This design comes from an exercise in tuning for small area, a short achievable clock period and few clock cycles per item on the open sky130 flow, not from production work.
Function not checked in this run: the RTL went through the layout flow alone.
Power and IR drop assume default switching activity.

==> design/flow/design.v <==
module bp91_codec (
    input  wire        clk,
    input  wire        rst,
    input  wire        cmd_valid,
    output wire        cmd_ready,
    input  wire [1:0]  cmd_op,
    input  wire [11:0] cmd_len,
    input  wire        in_valid,
    output wire        in_ready,
    input  wire [7:0]  in_data,
    output wire        out_valid,
    input  wire        out_ready,
    output wire [7:0]  out_data,
    output reg         done,
    output reg  [7:0]  err_code,
    output reg  [11:0] err_info
);
    localparam OP_LOAD = 2'd0;
    localparam OP_ENC  = 2'd1;
    localparam OP_DEC  = 2'd2;
    localparam OP_DECS = 2'd3;
    localparam T_CHUNK = 2'd0;
    localparam T_BYTE  = 2'd1;
    localparam T_MARK  = 2'd2;
    integer i;
    reg [6:0] ring [0:90];
    reg [6:0] b;
    reg        nv;
    reg [1:0]  nop;
    reg [11:0] nlen;
    reg        ia;
    reg [1:0]  iop;
    reg [11:0] irem;
    reg        ilast;       
    reg        in_rdy;
    assign cmd_ready = !nv;
    assign in_ready  = in_rdy;
    wire cmd_fire = cmd_valid && !nv;
    wire in_fire  = in_valid && in_rdy;
    reg        hv, tv;
    reg [1:0]  hop, top_;
    reg        hlast, tlast;
    reg        hnob, tnob;
    reg [7:0]  hdat, tdat;
    reg [11:0] kidx;
    reg        alpha_ok;
    reg        errf;
    reg        e7;
    reg [11:0] eidx;
    reg        dupf;
    reg [6:0]  dupidx;
    reg        pdv;
    reg [2:0]  pdc;
    reg [11:0] pdi;
    reg        pv;
    reg [1:0]  pop_;
    reg        plast;
    reg        phas;         
    reg [7:0]  pdat;         
    reg        pendv;
    reg [6:0]  pend;
    reg        kv;
    reg [1:0]  kop;
    reg        klast;
    reg        khas;
    reg        kpendv;
    reg [13:0] kdat;
    reg [20:0] acc;
    reg [4:0]  n;
    reg        fl;
    reg        menc;
    reg        xv;
    reg [1:0]  xt;
    reg        xcnt2;
    reg [13:0] xdat;
    reg        yv;
    reg [1:0]  yt;
    reg        ycnt2;
    reg        yph;
    reg [6:0]  ylo, yhi;
    reg        zv;
    reg [1:0]  zt;
    reg [7:0]  zdat;
    reg        f1v, f1m;
    reg [7:0]  f1d;
    reg        ov;
    reg [7:0]  ob;
    assign out_valid = ov;
    assign out_data  = ob;
    always @(*) begin
        case (pdc)
            3'd7:    err_code = 8'h13;
            default: err_code = {5'd0, pdc};
        endcase
        err_info = pdi;
    end
    wire c_load = (hop == OP_LOAD);
    wire c_enc  = (hop == OP_ENC);
    wire c_dec  = hop[1];
    reg  [90:0] match;
    reg  [6:0]  pos;
    always @(*) begin
        pos = 7'd0;
        for (i = 0; i < 91; i = i + 1) begin
            match[i] = (ring[i] == hdat[6:0]) && (!c_load || (kidx[6:0] > i));
            if (match[i]) pos = pos | i[6:0];
        end
    end
    wire       anym    = |match;
    wire       member  = !hdat[7] && anym && !hnob;
    wire [7:0] dsub    = {1'b0, b} - {1'b0, pos};
    wire [6:0] digit   = dsub[7] ? (dsub[6:0] + 7'd91) : dsub[6:0];
    wire       k91     = (kidx < 12'd91);
    wire       need_ins = hv && c_load && !hnob && k91;
    wire [6:0] kidx_m1  = kidx[6:0] - 7'd1;
    wire ds_empty = !pv && !kv && !fl && !xv && !yv && !zv;
    wire ins_ok   = (kidx == 12'd0) ? ds_empty : (b == kidx_m1);
    wire p_free;
    wire c_take = hv && p_free && (!need_ins || ins_ok) && (!hlast || !pdv);
    wire c_ins  = c_take && need_ins;
    wire [11:0] kidx_p1 = kidx + 12'd1;
    reg  [2:0]  fin_c;
    reg  [11:0] fin_i;
    reg         fin_ok;
    wire cur_bad = hdat[7];
    wire cur_dup = !hdat[7] && anym;
    always @(*) begin
        fin_c  = 3'd0;
        fin_i  = 12'd0;
        fin_ok = alpha_ok;
        if (c_load) begin
            fin_ok = 1'b0;
            if (hnob || kidx != 12'd90) begin
                fin_c = 3'd1;
                fin_i = hnob ? 12'd0 : kidx_p1;
            end else if (errf || cur_bad) begin
                fin_c = 3'd2;
                fin_i = errf ? eidx : kidx;
            end else if (dupf || cur_dup) begin
                fin_c = 3'd3;
                fin_i = dupf ? {5'd0, dupidx} : kidx;
            end else begin
                fin_ok = 1'b1;
            end
        end else if (!alpha_ok) begin
            fin_c = 3'd7;
        end else if (hop == OP_DECS) begin
            if (errf) begin
                fin_c = e7 ? 3'd4 : 3'd5;
                fin_i = eidx;
            end else if (!hnob && !member) begin
                fin_c = hdat[7] ? 3'd4 : 3'd5;
                fin_i = kidx;
            end
        end
    end
    wire p_dec = pop_[1];
    wire p_enc = (pop_ == OP_ENC);
    wire p_fwd = p_enc || plast || (phas && pendv);
    wire k_free;
    wire p_take = pv && (!p_fwd || k_free);
    assign p_free = !pv || p_take;
    wire [13:0] p_v = {7'd0, pend} + {7'd0, pdat[6:0]} * 14'd91;
    wire x_free;
    wire ext    = menc && (n > 5'd13) && x_free;
    wire emit   = !menc && (n > 5'd7) && x_free;
    wire big13  = (acc[12:0] > 13'd88);
    wire [4:0] kk = ext ? (big13 ? 5'd13 : 5'd14) : (emit ? 5'd8 : 5'd0);
    wire [4:0] s  = n - kk;
    wire k_is13  = (kdat[12:0] > 13'd88);
    reg  k_acc;         
    always @(*) begin
        k_acc = 1'b0;
        if (kv && !fl) begin
            if (kop == OP_ENC) begin
                k_acc = !khas || (n <= 5'd13) || ext;
            end else if (kop[1]) begin
                k_acc = (!khas && !kpendv) || (s <= 5'd7);
            end else begin
                k_acc = 1'b1;
            end
        end
    end
    assign k_free = !kv || k_acc;
    wire k_ins = k_acc && (khas || kpendv) && (kop != OP_LOAD);
    wire [20:0] acc_sh  = ext ? (big13 ? (acc >> 13) : (acc >> 14)) :
                          (emit ? (acc >> 8) : acc);
    wire [20:0] ins_sh  = {7'd0, kdat} << s;
    wire [4:0]  n_add   = (kop == OP_ENC) ? (s + 5'd8) :
                          (khas ? (s + (k_is13 ? 5'd13 : 5'd14)) : 5'd8);
    wire fin_chunk = fl && menc && (n <= 5'd13) && (n != 5'd0) && x_free;
    wire fin_mark  = fl && (menc ? (n == 5'd0) : (n < 5'd8)) && x_free;
    wire z_take = zv && !f1v;
    wire z_free = !zv || z_take;
    wire y_last = (yt != T_CHUNK) || yph || !ycnt2;
    wire y_take = yv && z_free;
    wire y_done = y_take && y_last;
    wire y_free = !yv || y_done;
    wire x_take = xv && y_free;
    assign x_free = !xv || x_take;
    wire [6:0] x_lo = xdat % 14'd91;
    wire [6:0] x_hi = xdat / 14'd91;
    wire [6:0] y_d   = yph ? yhi : ylo;
    wire [7:0] y_t   = {1'b0, b} + 8'd1 - {1'b0, y_d};
    wire [6:0] y_adr = y_t[7] ? (y_t[6:0] + 7'd91) : ((y_t[6:0] == 7'd91) ? 7'd0 : y_t[6:0]);
    wire [6:0] z_rd  = ring[zdat[6:0]];
    wire [7:0] w_dat = (zt == T_CHUNK) ? {1'b0, z_rd} : zdat;
    wire       w_mk  = (zt == T_MARK);
    wire o_free = !ov || out_ready;
    wire push_zero;
    wire in_push = in_fire || push_zero;
    wire i_end  = in_fire && ilast;
    wire i_idle = !ia || i_end;
    wire act    = i_idle && nv && (nlen != 12'd0);
    assign push_zero = !ia && nv && (nlen == 12'd0) && !(hv && tv);
    wire [1:0] push_op   = in_fire ? iop : nop;
    wire       push_last = in_fire ? ilast : 1'b1;
    wire       push_nob  = !in_fire;
    always @(posedge clk) begin
        for (i = 1; i < 91; i = i + 1) ring[i] <= ring[i-1];
        ring[0] <= c_ins ? hdat[6:0] : ring[90];
        if (rst) begin
            b        <= 7'd0;
            nv       <= 1'b0;
            ia       <= 1'b0;
            in_rdy   <= 1'b0;
            hv       <= 1'b0;
            tv       <= 1'b0;
            kidx     <= 12'd0;
            alpha_ok <= 1'b0;
            errf     <= 1'b0;
            dupf     <= 1'b0;
            pdv      <= 1'b0;
            pdc      <= 3'd0;
            pdi      <= 12'd0;
            pv       <= 1'b0;
            pendv    <= 1'b0;
            kv       <= 1'b0;
            acc      <= 21'd0;
            n        <= 5'd0;
            fl       <= 1'b0;
            menc     <= 1'b0;
            xv       <= 1'b0;
            yv       <= 1'b0;
            zv       <= 1'b0;
            f1v      <= 1'b0;
            ov       <= 1'b0;
            done     <= 1'b0;
        end else begin
            if (c_ins && kidx == 12'd0)
                b <= 7'd0;
            else
                b <= (b == 7'd90) ? 7'd0 : b + 7'd1;
            if (cmd_fire) begin
                nv   <= 1'b1;
                nop  <= cmd_op;
                nlen <= cmd_len;
            end
            if (act) begin
                ia    <= 1'b1;
                iop   <= nop;
                irem  <= nlen;
                ilast <= (nlen == 12'd1);
                nv    <= 1'b0;
            end else if (push_zero) begin
                nv    <= 1'b0;
            end else if (in_fire) begin
                irem  <= irem - 12'd1;
                ilast <= (irem == 12'd2);
                if (ilast) ia <= 1'b0;
            end
            if (c_take) begin
                if (tv) begin
                    hop <= top_; hlast <= tlast; hnob <= tnob; hdat <= tdat;
                    if (in_push) begin
                        top_ <= push_op; tlast <= push_last; tnob <= push_nob; tdat <= in_data;
                    end else begin
                        tv <= 1'b0;
                    end
                end else begin
                    hv <= in_push;
                    hop <= push_op; hlast <= push_last; hnob <= push_nob; hdat <= in_data;
                end
            end else if (in_push) begin
                if (!hv) begin
                    hv <= 1'b1;
                    hop <= push_op; hlast <= push_last; hnob <= push_nob; hdat <= in_data;
                end else begin
                    tv <= 1'b1;
                    top_ <= push_op; tlast <= push_last; tnob <= push_nob; tdat <= in_data;
                end
            end
            begin : rdy
                reg [1:0] cnt_next;
                reg       ia_next;
                cnt_next = {1'b0, hv} + {1'b0, tv} + {1'b0, in_push} - {1'b0, c_take};
                ia_next  = act || (ia && !i_end);
                in_rdy  <= ia_next && (cnt_next <= 2'd1);
            end
            if (c_take) begin
                kidx <= hlast ? 12'd0 : kidx_p1;
                if (c_load) begin
                    if (!hnob && k91) begin
                        if (!errf && cur_bad) begin
                            errf <= 1'b1;
                            eidx <= kidx;
                        end
                        if (!dupf && cur_dup) begin
                            dupf   <= 1'b1;
                            dupidx <= kidx[6:0];
                        end
                    end
                end else if (hop == OP_DECS && alpha_ok && !hnob && !member && !errf) begin
                    errf <= 1'b1;
                    eidx <= kidx;
                    e7   <= hdat[7];
                end
                if (hlast) begin
                    errf <= 1'b0;
                    dupf <= 1'b0;
                    pdv  <= 1'b1;
                    pdc  <= fin_c;
                    pdi  <= fin_i;
                    if (c_load) alpha_ok <= fin_ok;
                end
            end
            if (p_take) begin
                if (p_dec) begin
                    if (plast) begin
                        pendv <= 1'b0;
                    end else if (phas) begin
                        pendv <= !pendv;
                        if (!pendv) pend <= pdat[6:0];
                    end
                end
            end
            if (p_take || !pv) begin
                pv <= c_take && (c_enc ? (alpha_ok || hlast) : (hlast || (c_dec && alpha_ok && member)));
                pop_  <= hop;
                plast <= hlast;
                phas  <= c_enc ? (alpha_ok && !hnob) : (c_dec && alpha_ok && member);
                pdat  <= c_enc ? hdat : {1'b0, digit};
            end
            if (k_acc || !kv) begin
                kv <= p_take && p_fwd;
                kop <= pop_;
                klast <= plast;
                if (p_enc) begin
                    khas   <= phas;
                    kpendv <= 1'b0;
                    kdat   <= {6'd0, pdat};
                end else if (p_dec) begin
                    if (phas && pendv) begin
                        khas   <= 1'b1;
                        kpendv <= 1'b0;
                        kdat   <= p_v;
                    end else begin
                        khas   <= 1'b0;
                        kpendv <= phas || pendv;
                        kdat   <= {7'd0, phas ? pdat[6:0] : pend};
                    end
                end else begin
                    khas   <= 1'b0;
                    kpendv <= 1'b0;
                end
            end
            if (k_acc) begin
                menc <= (kop == OP_ENC);
                if (klast) fl <= 1'b1;
            end
            if (fin_chunk || fin_mark) begin
                acc <= 21'd0;
                n   <= 5'd0;
                if (fin_mark) fl <= 1'b0;
            end else begin
                acc <= acc_sh | (k_ins ? ins_sh : 21'd0);
                n   <= k_ins ? n_add : s;
            end
            if (x_free) begin
                xv <= ext || emit || fin_chunk || fin_mark;
                if (ext) begin
                    xt    <= T_CHUNK;
                    xcnt2 <= 1'b1;
                    xdat  <= big13 ? {1'b0, acc[12:0]} : acc[13:0];
                end else if (fin_chunk) begin
                    xt    <= T_CHUNK;
                    xcnt2 <= (n > 5'd7) || (acc[13:0] > 14'd90);
                    xdat  <= acc[13:0];
                end else if (emit) begin
                    xt    <= T_BYTE;
                    xdat  <= {6'd0, acc[7:0]};
                end else begin
                    xt    <= T_MARK;
                end
            end
            if (y_take && !y_last) begin
                yph <= 1'b1;
            end else if (y_free) begin
                yv    <= x_take;
                yt    <= xt;
                ycnt2 <= xcnt2;
                yph   <= 1'b0;
                if (xt == T_CHUNK) begin
                    ylo <= x_lo;
                    yhi <= x_hi;
                end else begin
                    ylo <= xdat[6:0];
                    yhi <= {6'd0, xdat[7]};
                end
            end
            if (z_free) begin
                zv <= y_take;
                zt <= yt;
                zdat <= (yt == T_CHUNK) ? {1'b0, y_adr} : {yhi[0], ylo};
            end else if (zt == T_CHUNK) begin
                zdat[6:0] <= (zdat[6:0] == 7'd90) ? 7'd0 : zdat[6:0] + 7'd1;
            end
            done <= 1'b0;
            if (o_free) begin
                if (f1v) begin
                    f1v <= 1'b0;
                    if (f1m) begin
                        done <= 1'b1;
                        pdv  <= 1'b0;
                        ov   <= 1'b0;
                    end else begin
                        ob <= f1d;
                        ov <= 1'b1;
                    end
                end else if (z_take) begin
                    if (w_mk) begin
                        done <= 1'b1;
                        pdv  <= 1'b0;
                        ov   <= 1'b0;
                    end else begin
                        ob <= w_dat;
                        ov <= 1'b1;
                    end
                end else begin
                    ov <= 1'b0;
                end
            end else if (z_take) begin
                f1v <= 1'b1;
                f1m <= w_mk;
                f1d <= w_dat;
            end
        end
    end
endmodule
==> design/flow/run.sh <==
#!/bin/bash
# synth_recipe.tcl (not shown) runs the flow's synth.tcl, then flattens the netlist and writes it again
# the make line also repeats each setting of config.mk as NAME=value (left out here)
make -C /OpenROAD-flow-scripts/flow DESIGN_CONFIG=/design/flow/config.mk WORK_HOME=/design/flow/orfs CLKGATE_MAP_FILE= SYNTH_SCRIPT=/design/flow/synth_recipe.tcl finish
==> design/flow/config.mk <==
export PLATFORM = sky130hd
export DESIGN_NAME = bp91_codec
export DESIGN_NICKNAME = bp91_codec
export VERILOG_FILES = /design/flow/design.v
export SDC_FILE = /design/flow/constraint.sdc
export NUM_CORES = 4
export LEC_CHECK = 0
export CAP_MARGIN = 20
export CORE_MARGIN = 2
export CORE_UTILIZATION = 25
export PLACE_DENSITY = 0.45
export SLEW_MARGIN = 20
==> design/flow/constraint.sdc <==
create_clock -name core_clock -period 12.0 [get_ports {clk}]
set_input_delay 2.4000 -clock core_clock [delete_from_list [all_inputs] [get_ports {clk}]]
set_output_delay 2.4000 -clock core_clock [all_outputs]
set_load 0.01 [all_outputs]
==> impl_metrics.json <==
{
  "status": "no timing/DRC/antenna violations",
  "synth_most_common_cell": "dfxtp_1",
  "synthCells": 4400,
  "cts_buffers": 101,
  "wl_per_cell_um": 38.7,
  "ant_nets": 0,
  "fp.dieH_um": 419,
  "syn2layout_area_growth_pct": 17.9,
  "fin_setup_tns_ps": 0,
  "grt_overflow_total": 0,
  "slew_viol_final": 0,
  "max_cap_viol_count": 0,
  "finalHoldViolCount": 0,
  "synth_ff_type": "dfxtp_1",
  "worstSkewPairLatency_ps": 780,
  "core_area_sq_um": 172000,
  "grt_first_pass_wirelength_um": 350000,
  "synth_cell_types": 109,
  "firstDrtPassIters": 6,
  "critPathBufInv": 0,
  "worst_pin_slew_ps": 1400,
  "p_per_area_nw_per_um2": 234,
  "htreeDepth": 3,
  "whs_ps": 369,
  "yosysTopAreaCellShare_pct": 33.3,
  "max-slew-margin-rel_pct": 5.90,
  "cp_data_required_time_ps": 12480,
  "busiest_layer": "met2",
  "drc": 0,
  "grt_max_degree": 60,
  "synthTopCellsByCount": "dfxtp_1 (717), xnor2_1 (417), nor2_1 (367)",
  "critPathTopFamily": "compound AO/OA/AOI/OAI gates",
  "grtUsageMet1_pct": 41.1,
  "holdCritPathClass": "flip-flop to flip-flop",
  "end_kind": "flip-flop",
  "postCtsSetupBuffers": 0,
  "cts_tree": "built",
  "startpoint_type": "flip-flop",
  "clkTransAtPathRegs_ps": 60,
  "slowest_delay_ps": 700,
  "async_flop_share_pct": 0,
  "crit_type": "flip-flop to flip-flop",
  "fin_crit_ps": 9220,
  "cts-resized-gates": 0,
  "grtUsageMet2_pct": 41.9,
  "period_share_pct": 76.8,
  "yosysWarnings": 2,
  "portBuffers": 54,
  "synth.yosys.seq_area_share_pct": 45.3,
  "num_rows": 152,
  "num_io_pins": 59,
  "vdd_drop_max_v": 0.000318,
  "drt_iter0_markers": 5234,
  "hold_buffers": 0,
  "dieArea_sq_um": 176000,
  "worst_ep_arrival_time_ps": 9700,
  "ys_ff_latch": 890,
  "fmax_mhz": 109,
  "finalSetupViolCount": 0,
  "drive_above_1_share_pct": 11.0,
  "grt_pass1_vias": 36300,
  "viasPerCell": 5.61,
  "yosys-top-cells-area": "dfxtp_1 (33%), edfxtp_1 (12%), xnor2_1 (8.5%)",
  "dpl.hpwl_um": 213000,
  "die_w_um": 419,
  "root_buffer": "clkbuf_16",
  "grt_usage_pct": 29.8,
  "cts_buffer_depth": 3,
  "p_leak_uw": 0.0182,
  "synth.cell_area_sq_um": 43100,
  "post-synth-top-area-cell": "dfxtp_1",
  "syn_area_per_cell_sq_um": 9.80,
  "cts.sinks": 890,
  "rsz0062_at_grt": "false",
  "num-nets-final": 4641,
  "antenna_found_initial": 44,
  "initial_core_util_pct": 25.1,
  "use_met3_pct": 7.81,
  "totalWireLength_um": 267000,
  "total_power_uw": 11900,
  "cp_max_fo": 21,
  "vias": 38800,
  "skew_ps": 82.0,
  "finalWeightedCongestion": 1.06,
  "slowest_stage": "edfxtp_1",
  "synth_edf_count": 173
}
[through the flow]
stage          worst slack [ps]  util (%)  instance area (sq um)  std cells
2_1_floorplan              4900         -                  43100       4403
3_3_place_gp               2860      27.5                  47200       6712
3_5_place_dp               2810      27.5                  47200       6712
4_1_cts                    2770      29.6                  50800       6902
5_1_grt                    2110      29.6                  50800       6904
6_report                   2780      29.6                  50800       6913
[report_power, final]
group / internal [uW] / switching [uW] / leakage (uW)
Sequential: 3190 / 152 / 0.00740
Clock: 1940 / 1410 / 0.00176
Combinational: 1950 / 3220 / 0.00907
[layer usage]
layer	share of wire (%)	vias to the layer above	routed length [um]
li1	-	16400	-
met2	40	2080	108000
met4	6.1	30	16400
met5	0.070	-	188
met3	9.2	477	24600
met1	44	19800	118000
[registers in the layout, indices dropped and copies added, names as in the netlist, 14 cells and up]
signal / cells
acc: 21
kdat: 14
ring: 637
xdat: 14
[area by class of cell]
cell class                      instances  area, sq um
Clock buffer                          147         3040
Timing Repair Buffer                  217         1830
Clock inverter                         43          551
Sequential cell                       890        19500
Inverter                              106          398
Antenna cell                            9         22.5
Fill cell                           18000       121000
Tap cell                             2310         2890
Multi-Input combinational cell       3191        22600
[logic make-up (layout without fill, tap and decap cells)]
logic type                 Yosys count  count (layout)  share of synthesized area (%)
and+or+nand+nor                   1250            1250                           14.4
AOI/OAI and AO/OA                 1006            1006                           16.5
DFF                                890             890                           45.3
xor gates and xnor gates           730             730                           14.9
buffers and inverters              322             513                           2.96
adders and majority gates          110             110                           3.56
muxes                               91              91                           2.33
other                                1              13                        0.00870
[path summary, 6_finish.rpt]
check | depth (start not counted) | start | slack, ps | end
worst max-delay path | 26 | xdat[6] | 2780 | ylo[3]
worst min-delay path | 0 | ring[0][6] | 370 | ring[1][6]
worst max register to register | 26 | xdat[6] | 2780 | ylo[3]
worst min register to register | 0 | ring[0][6] | 370 | ring[1][6]
[cells in the final DEF (no fill, tap or decap), types with 21 or more instances in the layout]
cell type        synthesis  routed
dfxtp_1                717     717
xnor2_1                417     417
nor2_1                 367     326
xor2_1                 311     311
a22oi_1                231     231
a21oi_1                205     205
nand2_1                196     196
edfxtp_1               173     173
buf_4                    5     155
nand4_1                142     142
nand3_1                142     142
o21ai_0                140     139
nor4_1                 131     115
clkbuf_16                0     103
inv_1                  100     100
nor3_1                  99      94
ha_1                    85      85
a221oi_1                59      59
a22o_1                  57      57
clkdlybuf4s50_1          0      53
mux2i_1                 49      49
nor2_2                   2      43
o211ai_1                38      38
mux2_2                  37      37
a31oi_1                 32      32
clkbuf_8                 0      30
nor2b_1                 29      29
nand2b_1                27      27
a211oi_1                25      25
a21o_1                  23      23
o22ai_1                 23      23
fa_1                    22      21

-- static timing again, ports no longer ideal --
How much do the figures lean on ideal ports? The routed layout below was timed once more, with nothing changed but the port constraints.
Step 1, drivers: a clkbuf_16 drives clk and a buf_2 each remaining input, both assumed.
Step 2 also shifts input and output timing later by t, the mid clock arrival at the registers, as if the neighbouring blocks saw the same clock.
Slacks: ideal ports / drivers / drivers and shift; pairs: ideal ports / drivers.
t, ns: 0.820
setup slack, ns: 2.784 / 2.784 / 2.784
hold WS [ns]: 0.369 / 0.369 / 0.369
worst register clock-pin slew, ns: 0.07 / 0.07
worst data-port slew with drivers (ns): 0.08
After both steps this run still meets setup and hold. For this run, drivers alone change the setup slack by 0.000 ns; drivers and shift together by 0.000 ns.
